Source: an optimization exercise on an open RTL-to-GDS flow (aim: small area, a short achievable clock period and few clock cycles). Production flows keep margins and buffers that such runs may drop. Power and IR drop assume default switching activity.

==> job 7999 <==
==> flow/design.v <==
module jk_uart #(
    parameter integer P    = 248,    
    parameter integer BUSY = 0,      
    parameter integer SW   = 5       
) (
    input  wire          clk,
    input  wire          clr,         
    input  wire          wr,          
    input  wire          fall,        
    input  wire          level,       
    input  wire          stp,         
    input  wire          ev,          
    input  wire [SW-1:0] s,           
    output wire          act,         
    output wire [8:0]    n_out,
    output reg           pb_valid,
    output wire [7:0]    pb_data
);
    localparam integer ARMN = P + P / 2 + 1;
    localparam integer NW   = $clog2(ARMN + 1);
    reg  [3:0]    br;      
    reg  [NW-1:0] n;       
    reg  [7:0]    acc;     
    reg           pend;    
    reg  [NW-1:0] pr;      
    assign act     = br != 4'd0;
    assign n_out   = n;
    assign pb_data = acc;
    always @(posedge clk) begin
        pb_valid <= 1'b0;
        if (clr) begin
            br   <= 4'd0;
            pend <= 1'b0;
        end else if (wr) begin
            if (fall) begin
                if (br == 4'd0 || (br == 4'd1 && BUSY == 1)) begin
                    br <= 4'd9;
                    n  <= ARMN[NW-1:0];
                end else if (br == 4'd1 && BUSY == 2 && !pend) begin
                    pend <= 1'b1;
                    pr   <= ARMN[NW-1:0] - n;
                end
            end
        end else if (stp && act) begin
            if (!ev) begin
                n <= n - s;
            end else if (br != 4'd1) begin
                acc <= {level, acc[7:1]};
                br  <= br - 1'b1;
                n   <= P[NW-1:0];
            end else begin
                pb_valid <= 1'b1;
                if (BUSY == 2 && pend) begin
                    pend <= 1'b0;
                    br   <= 4'd9;
                    n    <= pr;
                end else begin
                    br <= 4'd0;
                end
            end
        end
    end
endmodule
module jk_kbd #(
    parameter integer T_START     = 36,
    parameter integer T_ZERO      = 10,
    parameter integer T_ONE       = 22,
    parameter integer T_BYTEPAUSE = 50,
    parameter integer T_WORDPAUSE = 120,
    parameter integer SW          = 5
) (
    input  wire        clk,
    input  wire        clr,
    input  wire [17:0] keylatch,    
    input  wire        setkey,      
    input  wire [17:0] setkey_code,
    input  wire        stp,
    input  wire        ev,
    input  wire [SW-1:0] s,
    output wire        act,
    output wire [8:0]  n_out,
    output reg         stb_valid
);
    localparam [2:0] IDLE       = 3'd0,
                     START_WAIT = 3'd1,
                     BIT_WAIT   = 3'd2,
                     BYTE_PAUSE = 3'd3,
                     WORD_PAUSE = 3'd4;
    reg  [2:0]  phase;
    reg  [17:0] code;
    reg         widx;
    reg  [2:0]  bidx;
    reg  [6:0]  n;
    reg  [17:0] pend;
    wire [7:0]  word       = widx ? code[7:0] : code[15:8];
    wire [2:0]  nbidx      = bidx + 1'b1;
    wire        bit0       = word[7];
    wire        nbit       = word[3'd7 - nbidx];
    wire        poll_pend  = pend[17:16] != 2'd0;
    wire        poll_latch = keylatch[17:16] != 2'd0;
    wire [17:0] poll_code  = poll_pend ? pend : keylatch;
    wire        idle       = phase == IDLE;
    assign act   = !idle || poll_pend || poll_latch;
    assign n_out = idle ? 9'd1 : {2'b00, n};
    always @(posedge clk) begin
        stb_valid <= 1'b0;
        if (clr) begin
            phase <= IDLE;
            pend  <= 18'd0;
        end else if (setkey) begin
            if (!idle && setkey_code[17:16] != 2'd0 && setkey_code != code && !poll_pend)
                pend <= setkey_code;
        end else if (stp && act) begin
            if (!ev) begin
                n <= n - s;
            end else begin
                case (phase)
                    START_WAIT: begin
                        stb_valid <= 1'b1;
                        phase     <= BIT_WAIT;
                        bidx      <= 3'd0;
                        n         <= bit0 ? T_ONE : T_ZERO;
                    end
                    BIT_WAIT: begin
                        stb_valid <= 1'b1;
                        bidx      <= nbidx;
                        if (bidx != 3'd7) begin
                            n <= nbit ? T_ONE : T_ZERO;
                        end else if (code[17:16] == 2'd2 && !widx) begin
                            phase <= BYTE_PAUSE;
                            n     <= T_BYTEPAUSE;
                        end else begin
                            phase <= WORD_PAUSE;
                            n     <= T_WORDPAUSE;
                        end
                    end
                    BYTE_PAUSE: begin
                        widx  <= 1'b1;
                        bidx  <= 3'd0;
                        phase <= START_WAIT;
                        n     <= T_START;
                    end
                    default: begin    
                        if (poll_pend || poll_latch) begin
                            code  <= poll_code;
                            widx  <= 1'b0;
                            bidx  <= 3'd0;
                            phase <= START_WAIT;
                            n     <= T_START;
                            if (poll_pend)
                                pend <= 18'd0;
                        end else begin
                            phase <= IDLE;
                        end
                    end
                endcase
            end
        end
    end
endmodule
module jkbus_io (
    input  wire         clk,
    input  wire         rst,           
    input  wire         cmd_valid,
    output wire         cmd_ready,
    input  wire [31:0]  cmd,
    input  wire [7:0]   ext_rdata,     
    output reg          rsp_valid,     
    output wire [7:0]   rsp_data,
    output reg          ext_valid,     
    output wire         ext_we,
    output wire [1:0]   ext_dev,
    output wire [15:0]  ext_port,
    output wire [7:0]   ext_data,
    output reg          xtick_valid,   
    output wire [27:0]  xtick_count,
    output reg          reset_ev,      
    output wire [3:0]   pb_valid,      
    output wire [31:0]  pb_data,
    output wire [127:0] pb_time,
    output wire         stb_valid,     
    output wire [31:0]  stb_time
);
    localparam [7:0] PORT_IDLE = 8'hFF;
    reg  [31:0] c;
    reg  [7:0]  cx;        
    reg         cv;        
    reg         st;        
    reg  [7:0]  cr0;
    reg         cr1_7, cr2_0, cr2_2;
    reg  [3:0]  cr3_52;    
    reg  [7:0]  inlatch;
    reg  [17:0] keylatch;
    reg  [31:0] tnow;
    wire [15:0] addr = c[23:8];
    wire [7:0]  dat  = c[7:0];
    wire [1:0]  k_len = c[25:24];
    wire [7:0]  k_w0  = c[15:8];
    wire [7:0]  k_w1  = c[7:0];
    wire is_ioread   = c[31:24] == 8'h20 && c[7:0] == 8'h00;
    wire is_iowrite  = c[31:24] == 8'h30;
    wire is_setkey   = c[31:26] == 6'b100000 && c[23:16] == 8'h00 && k_len != 2'd3
                       && !(k_len == 2'd0 && (k_w0 != 8'd0 || k_w1 != 8'd0))
                       && !(k_len == 2'd1 && k_w1 != 8'd0);
    wire is_setinput = c[31:8] == 24'h900000;
    wire is_reset    = c == 32'hF0000000;
    wire m0 = addr[7:0] == 8'h04;
    wire m1 = addr[7:3] == 5'b11100;
    wire m2 = !addr[2];
    wire m3 = addr == 16'h0085;
    wire m4 = addr[7:1] == 7'b0100011;
    wire m6 = addr[15:8] == 8'h12 && addr[3:0] == 4'hD;
    wire m7 = addr[3:0] == 4'h5;
    wire w0 = m0;
    wire w1 = m1;
    wire w2 = !m1 && m2;
    wire w3 = m3;
    wire w4 = m4;
    wire w6 = m6;
    wire r6 = m6;
    wire r7 = !m1 && m7;
    wire rx = m1 || m2 || m4;       
    wire wx = rx;
    wire do_wr  = cv && is_iowrite;
    wire do_rd  = cv && is_ioread;
    wire do_rst = cv && is_reset;
    wire clr    = rst || do_rst;
    wire wr0  = do_wr && w0;
    wire wr1  = do_wr && w3;
    wire wr2  = do_wr && w4;
    localparam integer SW   = 5;
    localparam [SW-1:0] SMAX = {SW{1'b1}};
    wire [27:0]   rem     = c[27:0];
    wire          rem_big = rem[27:SW] != 0;
    wire [SW-1:0] r       = rem_big ? SMAX : rem[SW-1:0];
    wire [4:0]  act;
    wire [8:0]  n0, n1, n2, n3, n4;
    wire [8:0]  nn [0:4];
    assign nn[0] = n0; assign nn[1] = n1; assign nn[2] = n2; assign nn[3] = n3; assign nn[4] = n4;
    reg  [4:0]    hit, ev;
    reg  [SW-1:0] nmin;
    integer i, j;
    always @* begin
        for (i = 0; i < 5; i = i + 1)
            hit[i] = act[i] && nn[i][8:SW] == 0 && nn[i][SW-1:0] <= r;
        for (i = 0; i < 5; i = i + 1) begin
            ev[i] = hit[i];
            for (j = 0; j < 5; j = j + 1)
                if (j != i && hit[j] && nn[j][SW-1:0] < nn[i][SW-1:0]) ev[i] = 1'b0;
        end
        nmin = 0;
        for (i = 0; i < 5; i = i + 1)
            if (ev[i]) nmin = nmin | nn[i][SW-1:0];
    end
    wire          any_hit = hit != 5'd0;
    wire [SW-1:0] s       = any_hit ? nmin : r;
    wire          fin     = !rem_big && s == rem[SW-1:0];
    wire [4:0]    evs     = st ? ev : 5'd0;
    assign cmd_ready = !cv && !(st && (any_hit || rem_big));
    wire accept = cmd_valid && cmd_ready;
    always @(posedge clk) begin
        rsp_valid   <= 1'b0;
        ext_valid   <= 1'b0;
        xtick_valid <= 1'b0;
        reset_ev    <= 1'b0;
        if (accept) begin
            c  <= cmd;
            cx <= ext_rdata;
        end else if (st && !fin) begin
            c[27:0] <= rem - s;
        end
        if (rst) begin
            cv       <= 1'b0;
            st       <= 1'b0;
            cr0      <= 8'hFF;
            cr1_7    <= 1'b1;
            cr2_0    <= 1'b1;
            cr2_2    <= 1'b1;
            cr3_52   <= 4'd0;
            inlatch  <= 8'h00;
            keylatch <= 18'd0;
            tnow     <= 32'd0;
        end else begin
            cv <= accept && cmd[31:28] != 4'h4;
            if (accept)
                st <= cmd[31:28] == 4'h4 && cmd[27:0] != 28'd0;
            else if (st && fin)
                st <= 1'b0;
            if (accept && cmd[31:28] == 4'h4)
                xtick_valid <= 1'b1;
            if (st)
                tnow <= tnow + s;
            if (do_wr) begin
                if (w0) cr0 <= dat;
                if (w3) cr1_7 <= dat[7];
                if (w4) begin cr2_0 <= dat[0]; cr2_2 <= dat[2]; end
                if (w6) cr3_52 <= dat[5:2];
                if (wx) ext_valid <= 1'b1;
            end
            if (do_rd) begin
                rsp_valid <= 1'b1;
                if (rx) ext_valid <= 1'b1;
            end
            if (cv && is_setkey)
                keylatch <= {k_len, k_w0, k_w1};
            if (cv && is_setinput)
                inlatch <= dat;
            if (do_rst) begin
                cr0      <= 8'hFF;
                cr1_7    <= 1'b1;
                cr2_0    <= 1'b1;
                cr2_2    <= 1'b1;
                cr3_52   <= 4'd0;
                reset_ev <= 1'b1;
            end
        end
    end
    assign xtick_count = c[27:0];
    assign ext_we      = c[28];
    assign ext_port    = addr;
    assign ext_data    = c[28] ? dat : cx;
    assign ext_dev     = m1 ? 2'd1 : m2 ? 2'd0 : 2'd2;
    assign rsp_data    = rx ? cx : m0 ? cr0 : r6 ? {2'b00, cr3_52, 2'b00} : r7 ? inlatch : PORT_IDLE;
    assign pb_time     = {tnow, tnow, tnow, tnow};
    assign stb_time    = tnow;
    jk_uart #(.P(248), .BUSY(0), .SW(SW)) u_uart0 (
        .clk(clk), .clr(clr), .wr(wr0), .fall(cr0[1] && !dat[1]), .level(cr0[1]),
        .stp(st), .ev(evs[0]), .s(s), .act(act[0]), .n_out(n0),
        .pb_valid(pb_valid[0]), .pb_data(pb_data[7:0]));
    jk_uart #(.P(337), .BUSY(2), .SW(SW)) u_uart1 (
        .clk(clk), .clr(clr), .wr(wr1), .fall(cr1_7 && !dat[7]), .level(cr1_7),
        .stp(st), .ev(evs[1]), .s(s), .act(act[1]), .n_out(n1),
        .pb_valid(pb_valid[1]), .pb_data(pb_data[15:8]));
    jk_uart #(.P(29), .BUSY(1), .SW(SW)) u_uart2 (
        .clk(clk), .clr(clr), .wr(wr2), .fall(cr2_0 && !dat[0]), .level(cr2_0),
        .stp(st), .ev(evs[2]), .s(s), .act(act[2]), .n_out(n2),
        .pb_valid(pb_valid[2]), .pb_data(pb_data[23:16]));
    jk_uart #(.P(13), .BUSY(2), .SW(SW)) u_uart3 (
        .clk(clk), .clr(clr), .wr(wr2), .fall(cr2_2 && !dat[2]), .level(cr2_2),
        .stp(st), .ev(evs[3]), .s(s), .act(act[3]), .n_out(n3),
        .pb_valid(pb_valid[3]), .pb_data(pb_data[31:24]));
    jk_kbd #(.T_START(36), .T_ZERO(10), .T_ONE(22), .T_BYTEPAUSE(50), .T_WORDPAUSE(120), .SW(SW)) u_kbd (
        .clk(clk), .clr(clr), .keylatch(keylatch),
        .setkey(cv && is_setkey), .setkey_code({k_len, k_w0, k_w1}),
        .stp(st), .ev(evs[4]), .s(s), .act(act[4]), .n_out(n4),
        .stb_valid(stb_valid));
endmodule
==> flow/run.sh <==
#!/bin/bash
# synth_recipe.tcl (not shown) runs the flow's synth.tcl, then flattens the netlist and writes it again
# the make line also repeats each setting of config.mk as NAME=value (left out here)
make -C /OpenROAD-flow-scripts/flow DESIGN_CONFIG=/design/flow/config.mk WORK_HOME=/design/flow/orfs CLKGATE_MAP_FILE= SYNTH_SCRIPT=/design/flow/synth_recipe.tcl finish
==> flow/config.mk <==
export PLATFORM = sky130hd
export DESIGN_NAME = jkbus_io
export DESIGN_NICKNAME = jkbus_io
export VERILOG_FILES = /design/flow/design.v
export SDC_FILE = /design/flow/constraint.sdc
export NUM_CORES = 4
export LEC_CHECK = 0
export CAP_MARGIN = 20
export CORE_MARGIN = 2
export CORE_UTILIZATION = 35
export PLACE_DENSITY = 0.6
export SLEW_MARGIN = 20
==> flow/constraint.sdc <==
create_clock -name core_clock -period 8.0 [get_ports {clk}]
set_input_delay 1.6000 -clock core_clock [delete_from_list [all_inputs] [get_ports {clk}]]
set_output_delay 1.6000 -clock core_clock [all_outputs]
set_load 0.01 [all_outputs]
==> job 1223: changes against job 7999 <==
==> flow/design.v, changed modules only <==
module jk_uart #(
    parameter integer P    = 248,    
    parameter integer BUSY = 0,      
    parameter integer SW   = 5       
) (
    input  wire          clk,
    input  wire          clr,         
    input  wire          wr,          
    input  wire          fall,        
    input  wire          level,       
    input  wire          stp,         
    input  wire          ev,          
    input  wire [SW-1:0] s,           
    output wire          act,         
    output wire [8:0]    n_out,
    output wire [8:0]    gn,          
    output wire          ginf,        
    output reg           pb_valid,
    output wire [7:0]    pb_data
);
    localparam integer ARMN = P + P / 2 + 1;
    localparam integer NW   = $clog2(ARMN + 1);
    reg  [3:0]    br;      
    reg  [NW-1:0] n;       
    reg  [7:0]    acc;     
    reg           pend;    
    reg  [NW-1:0] pr;      
    wire last = br == 4'd1;
    wire qd   = BUSY == 2 && pend;
    assign act     = br != 4'd0;
    assign n_out   = n;
    assign gn      = last ? pr : P;
    assign ginf    = last && !qd;
    assign pb_data = acc;
    always @(posedge clk) begin
        pb_valid <= 1'b0;
        if (clr) begin
            br   <= 4'd0;
            pend <= 1'b0;
        end else if (wr) begin
            if (fall) begin
                if (br == 4'd0 || (last && BUSY == 1)) begin
                    br <= 4'd9;
                    n  <= ARMN[NW-1:0];
                end else if (last && BUSY == 2 && !pend) begin
                    pend <= 1'b1;
                    pr   <= ARMN[NW-1:0] - n;
                end
            end
        end else if (stp && act) begin
            if (!ev) begin
                n <= n - s;
            end else if (!last) begin
                acc <= {level, acc[7:1]};
                br  <= br - 1'b1;
                n   <= P[NW-1:0];
            end else begin
                pb_valid <= 1'b1;
                if (qd) begin
                    pend <= 1'b0;
                    br   <= 4'd9;
                    n    <= pr;
                end else begin
                    br <= 4'd0;
                end
            end
        end
    end
endmodule
module jk_kbd #(
    parameter integer T_START     = 36,
    parameter integer T_ZERO      = 10,
    parameter integer T_ONE       = 22,
    parameter integer T_BYTEPAUSE = 50,
    parameter integer T_WORDPAUSE = 120,
    parameter integer SW          = 5
) (
    input  wire          clk,
    input  wire          clr,
    input  wire [17:0]   keylatch,    
    input  wire          setkey,      
    input  wire [17:0]   setkey_code,
    input  wire          stp,
    input  wire          ev,
    input  wire [SW-1:0] s,
    output wire          act,
    output wire [8:0]    n_out,
    output wire [8:0]    gn,          
    output wire          ginf,        
    output reg           stb_valid
);
    localparam [2:0] IDLE       = 3'd0,
                     START_WAIT = 3'd1,
                     BIT_WAIT   = 3'd2,
                     BYTE_PAUSE = 3'd3,
                     WORD_PAUSE = 3'd4;
    reg  [2:0]  phase;
    reg  [17:0] code;
    reg         widx;
    reg  [2:0]  bidx;
    reg  [6:0]  n;
    reg  [17:0] pend;
    wire [7:0]  word       = widx ? code[7:0] : code[15:8];
    wire [2:0]  nbidx      = bidx + 1'b1;
    wire        bit0       = word[7];
    wire        nbit       = word[3'd7 - nbidx];
    wire        poll_pend  = pend[17:16] != 2'd0;
    wire        poll_latch = keylatch[17:16] != 2'd0;
    wire        poll       = poll_pend || poll_latch;
    wire [17:0] poll_code  = poll_pend ? pend : keylatch;
    wire        idle       = phase == IDLE;
    wire        byte2      = code[17:16] == 2'd2 && !widx;
    reg  [6:0]  n_ev;
    always @* begin
        case (phase)
            START_WAIT: n_ev = bit0 ? T_ONE : T_ZERO;
            BIT_WAIT:   n_ev = bidx != 3'd7 ? (nbit ? T_ONE : T_ZERO)
                             : byte2 ? T_BYTEPAUSE : T_WORDPAUSE;
            default:    n_ev = T_START;
        endcase
    end
    assign act   = !idle || poll;
    assign n_out = idle ? 9'd1 : {2'b00, n};
    assign gn    = {2'b00, n_ev};
    assign ginf  = (idle || phase == WORD_PAUSE) && !poll;
    always @(posedge clk) begin
        stb_valid <= 1'b0;
        if (clr) begin
            phase <= IDLE;
            pend  <= 18'd0;
        end else if (setkey) begin
            if (!idle && setkey_code[17:16] != 2'd0 && setkey_code != code && !poll_pend)
                pend <= setkey_code;
        end else if (stp && act) begin
            if (!ev) begin
                n <= n - s;
            end else begin
                n <= n_ev;
                case (phase)
                    START_WAIT: begin
                        stb_valid <= 1'b1;
                        phase     <= BIT_WAIT;
                        bidx      <= 3'd0;
                    end
                    BIT_WAIT: begin
                        stb_valid <= 1'b1;
                        bidx      <= nbidx;
                        if (bidx == 3'd7)
                            phase <= byte2 ? BYTE_PAUSE : WORD_PAUSE;
                    end
                    BYTE_PAUSE: begin
                        widx  <= 1'b1;
                        bidx  <= 3'd0;
                        phase <= START_WAIT;
                    end
                    default: begin    
                        if (poll) begin
                            code  <= poll_code;
                            widx  <= 1'b0;
                            bidx  <= 3'd0;
                            phase <= START_WAIT;
                            if (poll_pend)
                                pend <= 18'd0;
                        end else begin
                            phase <= IDLE;
                        end
                    end
                endcase
            end
        end
    end
endmodule
module jkbus_io (
    input  wire         clk,
    input  wire         rst,           
    input  wire         cmd_valid,
    output wire         cmd_ready,
    input  wire [31:0]  cmd,
    input  wire [7:0]   ext_rdata,     
    output reg          rsp_valid,     
    output wire [7:0]   rsp_data,
    output reg          ext_valid,     
    output wire         ext_we,
    output wire [1:0]   ext_dev,
    output wire [15:0]  ext_port,
    output wire [7:0]   ext_data,
    output reg          xtick_valid,   
    output wire [27:0]  xtick_count,
    output reg          reset_ev,      
    output wire [3:0]   pb_valid,      
    output wire [31:0]  pb_data,
    output wire [127:0] pb_time,
    output wire         stb_valid,     
    output wire [31:0]  stb_time
);
    localparam [7:0] PORT_IDLE = 8'hFF;
    reg  [31:0] c;
    reg  [7:0]  cx;        
    reg         cv;        
    reg         st;        
    reg  [7:0]  cr0;
    reg         cr1_7, cr2_0, cr2_2;
    reg  [3:0]  cr3_52;    
    reg  [7:0]  inlatch;
    reg  [17:0] keylatch;
    reg  [31:0] tnow;
    wire [15:0] addr = c[23:8];
    wire [7:0]  dat  = c[7:0];
    wire [1:0]  k_len = c[25:24];
    wire [7:0]  k_w0  = c[15:8];
    wire [7:0]  k_w1  = c[7:0];
    wire is_ioread   = c[31:24] == 8'h20 && c[7:0] == 8'h00;
    wire is_iowrite  = c[31:24] == 8'h30;
    wire is_setkey   = c[31:26] == 6'b100000 && c[23:16] == 8'h00 && k_len != 2'd3
                       && !(k_len == 2'd0 && (k_w0 != 8'd0 || k_w1 != 8'd0))
                       && !(k_len == 2'd1 && k_w1 != 8'd0);
    wire is_setinput = c[31:8] == 24'h900000;
    wire is_reset    = c == 32'hF0000000;
    wire m0 = addr[7:0] == 8'h04;
    wire m1 = addr[7:3] == 5'b11100;
    wire m2 = !addr[2];
    wire m3 = addr == 16'h0085;
    wire m4 = addr[7:1] == 7'b0100011;
    wire m6 = addr[15:8] == 8'h12 && addr[3:0] == 4'hD;
    wire m7 = addr[3:0] == 4'h5;
    wire w0 = m0;
    wire w1 = m1;
    wire w2 = !m1 && m2;
    wire w3 = m3;
    wire w4 = m4;
    wire w6 = m6;
    wire r6 = m6;
    wire r7 = !m1 && m7;
    wire rx = m1 || m2 || m4;       
    wire wx = rx;
    wire do_wr  = cv && is_iowrite;
    wire do_rd  = cv && is_ioread;
    wire do_rst = cv && is_reset;
    wire clr    = rst || do_rst;
    wire wr0  = do_wr && w0;
    wire wr1  = do_wr && w3;
    wire wr2  = do_wr && w4;
    localparam integer SW   = 5;
    localparam [SW-1:0] SMAX = {SW{1'b1}};
    reg           rb;                  
    reg           rdy;                 
    wire [27:0]   rem = c[27:0];
    wire [SW-1:0] rlo = rem[SW-1:0];
    wire [27-SW:0] rhi = rem[27:SW];
    wire [4:0]  act, ginf;
    wire [8:0]  n0, n1, n2, n3, n4;
    wire [8:0]  g0, g1, g2, g3, g4;
    wire [8:0]  nn [0:4];
    wire [8:0]  gg [0:4];
    assign nn[0] = n0; assign nn[1] = n1; assign nn[2] = n2; assign nn[3] = n3; assign nn[4] = n4;
    assign gg[0] = g0; assign gg[1] = g1; assign gg[2] = g2; assign gg[3] = g3; assign gg[4] = g4;
    reg  [4:0]    hit, ev;
    reg  [SW-1:0] nmin;
    integer i, j;
    always @* begin
        for (i = 0; i < 5; i = i + 1)
            hit[i] = act[i] && nn[i][8:SW] == 0 && (rb || nn[i][SW-1:0] <= rlo);
        for (i = 0; i < 5; i = i + 1) begin
            ev[i] = hit[i];
            for (j = 0; j < 5; j = j + 1)
                if (j != i && hit[j] && nn[j][SW-1:0] < nn[i][SW-1:0]) ev[i] = 1'b0;
        end
        nmin = 0;
        for (i = 0; i < 5; i = i + 1)
            if (ev[i]) nmin = nmin | nn[i][SW-1:0];
    end
    wire          any_hit = hit != 5'd0;
    wire [SW-1:0] s       = any_hit ? nmin : rb ? SMAX : rlo;
    wire [4:0]    evs     = st ? ev : 5'd0;
    wire [SW:0]    lo_d   = {1'b0, rlo} - {1'b0, s};
    wire           bor    = lo_d[SW];
    wire [27-SW:0] rhi_m1 = rhi - 1'b1;
    wire [27:0]    rem_n  = {bor ? rhi_m1 : rhi, lo_d[SW-1:0]};
    wire           rhi_ge2 = rhi[27-SW:1] != 0;
    wire           rhi_eq1 = rhi == 1;
    wire           rb_n   = rhi_ge2 || (rhi_eq1 && !bor);
    wire           fin    = !rb && s == rlo;
    wire [SW:0]    t_lo   = {1'b0, tnow[SW-1:0]} + {1'b0, s};
    wire [31-SW:0] thi    = tnow[31:SW];
    wire [31-SW:0] thi_p1 = thi + 1'b1;
    wire [31:0]    tnow_n = {t_lo[SW] ? thi_p1 : thi, t_lo[SW-1:0]};
    reg free_next;
    always @* begin
        free_next = !rb && (hit & ~ev) == 5'd0;
        for (i = 0; i < 5; i = i + 1)
            if (ev[i] && !ginf[i] && gg[i] <= {{(9-SW){1'b0}}, lo_d[SW-1:0]}) free_next = 1'b0;
    end
    assign cmd_ready = rdy;
    wire accept = cmd_valid && rdy;
    always @(posedge clk) begin
        rsp_valid   <= 1'b0;
        ext_valid   <= 1'b0;
        xtick_valid <= 1'b0;
        reset_ev    <= 1'b0;
        if (accept) begin
            c  <= cmd;
            cx <= ext_rdata;
            rb <= cmd[27:SW] != 0;
        end else if (st && !fin) begin
            c[27:0] <= rem_n;
            rb      <= rb_n;
        end
        if (rst) begin
            cv       <= 1'b0;
            st       <= 1'b0;
            rdy      <= 1'b1;
            cr0      <= 8'hFF;
            cr1_7    <= 1'b1;
            cr2_0    <= 1'b1;
            cr2_2    <= 1'b1;
            cr3_52   <= 4'd0;
            inlatch  <= 8'h00;
            keylatch <= 18'd0;
            tnow     <= 32'd0;
        end else begin
            cv <= accept && cmd[31:28] != 4'h4;
            if (accept)
                st <= cmd[31:28] == 4'h4 && cmd[27:0] != 28'd0;
            else if (st && fin)
                st <= 1'b0;
            if (accept)
                rdy <= 1'b0;
            else if (st)
                rdy <= fin || free_next;
            else
                rdy <= 1'b1;
            if (accept && cmd[31:28] == 4'h4)
                xtick_valid <= 1'b1;
            if (st)
                tnow <= tnow_n;
            if (do_wr) begin
                if (w0) cr0 <= dat;
                if (w3) cr1_7 <= dat[7];
                if (w4) begin cr2_0 <= dat[0]; cr2_2 <= dat[2]; end
                if (w6) cr3_52 <= dat[5:2];
                if (wx) ext_valid <= 1'b1;
            end
            if (do_rd) begin
                rsp_valid <= 1'b1;
                if (rx) ext_valid <= 1'b1;
            end
            if (cv && is_setkey)
                keylatch <= {k_len, k_w0, k_w1};
            if (cv && is_setinput)
                inlatch <= dat;
            if (do_rst) begin
                cr0      <= 8'hFF;
                cr1_7    <= 1'b1;
                cr2_0    <= 1'b1;
                cr2_2    <= 1'b1;
                cr3_52   <= 4'd0;
                reset_ev <= 1'b1;
            end
        end
    end
    assign xtick_count = c[27:0];
    assign ext_we      = c[28];
    assign ext_port    = addr;
    assign ext_data    = c[28] ? dat : cx;
    assign ext_dev     = m1 ? 2'd1 : m2 ? 2'd0 : 2'd2;
    assign rsp_data    = rx ? cx : m0 ? cr0 : r6 ? {2'b00, cr3_52, 2'b00} : r7 ? inlatch : PORT_IDLE;
    assign pb_time     = {tnow, tnow, tnow, tnow};
    assign stb_time    = tnow;
    jk_uart #(.P(248), .BUSY(0), .SW(SW)) u_uart0 (
        .clk(clk), .clr(clr), .wr(wr0), .fall(cr0[1] && !dat[1]), .level(cr0[1]),
        .stp(st), .ev(evs[0]), .s(s), .act(act[0]), .n_out(n0), .gn(g0), .ginf(ginf[0]),
        .pb_valid(pb_valid[0]), .pb_data(pb_data[7:0]));
    jk_uart #(.P(337), .BUSY(2), .SW(SW)) u_uart1 (
        .clk(clk), .clr(clr), .wr(wr1), .fall(cr1_7 && !dat[7]), .level(cr1_7),
        .stp(st), .ev(evs[1]), .s(s), .act(act[1]), .n_out(n1), .gn(g1), .ginf(ginf[1]),
        .pb_valid(pb_valid[1]), .pb_data(pb_data[15:8]));
    jk_uart #(.P(29), .BUSY(1), .SW(SW)) u_uart2 (
        .clk(clk), .clr(clr), .wr(wr2), .fall(cr2_0 && !dat[0]), .level(cr2_0),
        .stp(st), .ev(evs[2]), .s(s), .act(act[2]), .n_out(n2), .gn(g2), .ginf(ginf[2]),
        .pb_valid(pb_valid[2]), .pb_data(pb_data[23:16]));
    jk_uart #(.P(13), .BUSY(2), .SW(SW)) u_uart3 (
        .clk(clk), .clr(clr), .wr(wr2), .fall(cr2_2 && !dat[2]), .level(cr2_2),
        .stp(st), .ev(evs[3]), .s(s), .act(act[3]), .n_out(n3), .gn(g3), .ginf(ginf[3]),
        .pb_valid(pb_valid[3]), .pb_data(pb_data[31:24]));
    jk_kbd #(.T_START(36), .T_ZERO(10), .T_ONE(22), .T_BYTEPAUSE(50), .T_WORDPAUSE(120), .SW(SW)) u_kbd (
        .clk(clk), .clr(clr), .keylatch(keylatch),
        .setkey(cv && is_setkey), .setkey_code({k_len, k_w0, k_w1}),
        .stp(st), .ev(evs[4]), .s(s), .act(act[4]), .n_out(n4), .gn(g4), .ginf(ginf[4]),
        .stb_valid(stb_valid));
endmodule
- SETUP_SLACK_MARGIN: unset -> 4.5
==> flow_metrics.py <==
metrics = {
    "status": {
        "run_status": "no timing/DRC/antenna violations",
    },
    "logic_synthesis": {
        "yosys.cell_count.top_type": "sky130_fd_sc_hd__buf_4",
        "synth.top_cells.by_count": "179 x sky130_fd_sc_hd__buf_4, 176 x sky130_fd_sc_hd__nor2_1, 144 x sky130_fd_sc_hd__edfxtp_1",
        "area_share_of_and_or_nand_nor_cells_after_synthesis_pct": 17.8,
    },
    "pwr": {
        "clkPwrFrac_pct": 46.2,
        "irDropWorstVdd_v": 0.000174,
        "switching_power_uw": 803,
    },
    "sta": {
        "setup_repair_after_global_routing_missed_its_margin": "no",
        "worst_slew_margin_rel_pct": 32.3,
    },
    "cells_and_area": {
        "area.growth.synth_to_final_pct": 22.0,
        "insertedDiodeCount": 0,
        "post-route-cell-area_mm2": 0.0212,
        "finish.cell_count_without_fillers": 2665,
        "sequential_cell_count_of_the_final_layout": 267,
    },
    "placed_design": {
        "placement.setup.worst_slack_ns": 0.439,
    },
    "worst_setup_path": {
        "source_of_the_critical_timing_path": "c[26]",
        "rr_worst_depth": 29,
    },
    "grt": {
        "grt_use_met3_pct": 3.15,
    },
}
Source of the figures above: job 7999

==> flow_metrics.py <==
metrics = {
    "status": {
        "run_status": "no timing/DRC/antenna violations",
    },
    "worst_setup_path": {
        "rr_worst_depth": 22,
    },
    "sta": {
        "setup_repair_after_global_routing_missed_its_margin": "yes",
        "worst_slew_margin_rel_pct": 18.2,
    },
    "pwr": {
        "irDropWorstVdd_v": 0.000180,
        "clkPwrFrac_pct": 40.3,
    },
    "logic_synthesis": {
        "synth.top_cells.by_count": "193 x sky130_fd_sc_hd__nand2_1, 177 x sky130_fd_sc_hd__buf_4, 145 x sky130_fd_sc_hd__edfxtp_1",
        "yosys.cell_count.top_type": "sky130_fd_sc_hd__nand2_1",
        "area_share_of_and_or_nand_nor_cells_after_synthesis_pct": 18.0,
    },
    "placed_design": {
        "placement.setup.worst_slack_ns": 1.48,
    },
    "cells_and_area": {
        "sequential_cell_count_of_the_final_layout": 269,
        "area.growth.synth_to_final_pct": 53.8,
        "post-route-cell-area_mm2": 0.0269,
    },
}
Source of the figures above: job 1223

No functional check of the RTL was part of any run of this note.

[separate check: timing with driven ports]
The flow's constraints put no driver on any port. The routed layouts listed below were extracted and timed again, unchanged, in two steps.
Step 1, drivers: a clkbuf_16 drives clk and a buf_2 each remaining input, both assumed.
Step 2 times the ports against the registers' clock, not the clock port: input delays grow and output delays shrink by t, the midpoint of the rising clock arrivals with the driver on.
Three values: ideal ports, drivers, drivers and shift; two values: the first two.
run	t (ns)	setup slack, ns	hold WS [ns]	worst setup path after step 2	pins driven straight from the clock port
job 7999	0.642	0.484 / 0.484 / 0.484	0.448 / 0.448 / 0.448	register to register	1
job 1223	0.623	2.473 / 2.473 / 2.473	0.448 / 0.448 / 0.448	register to register	1
After both steps every run listed still meets setup and hold.
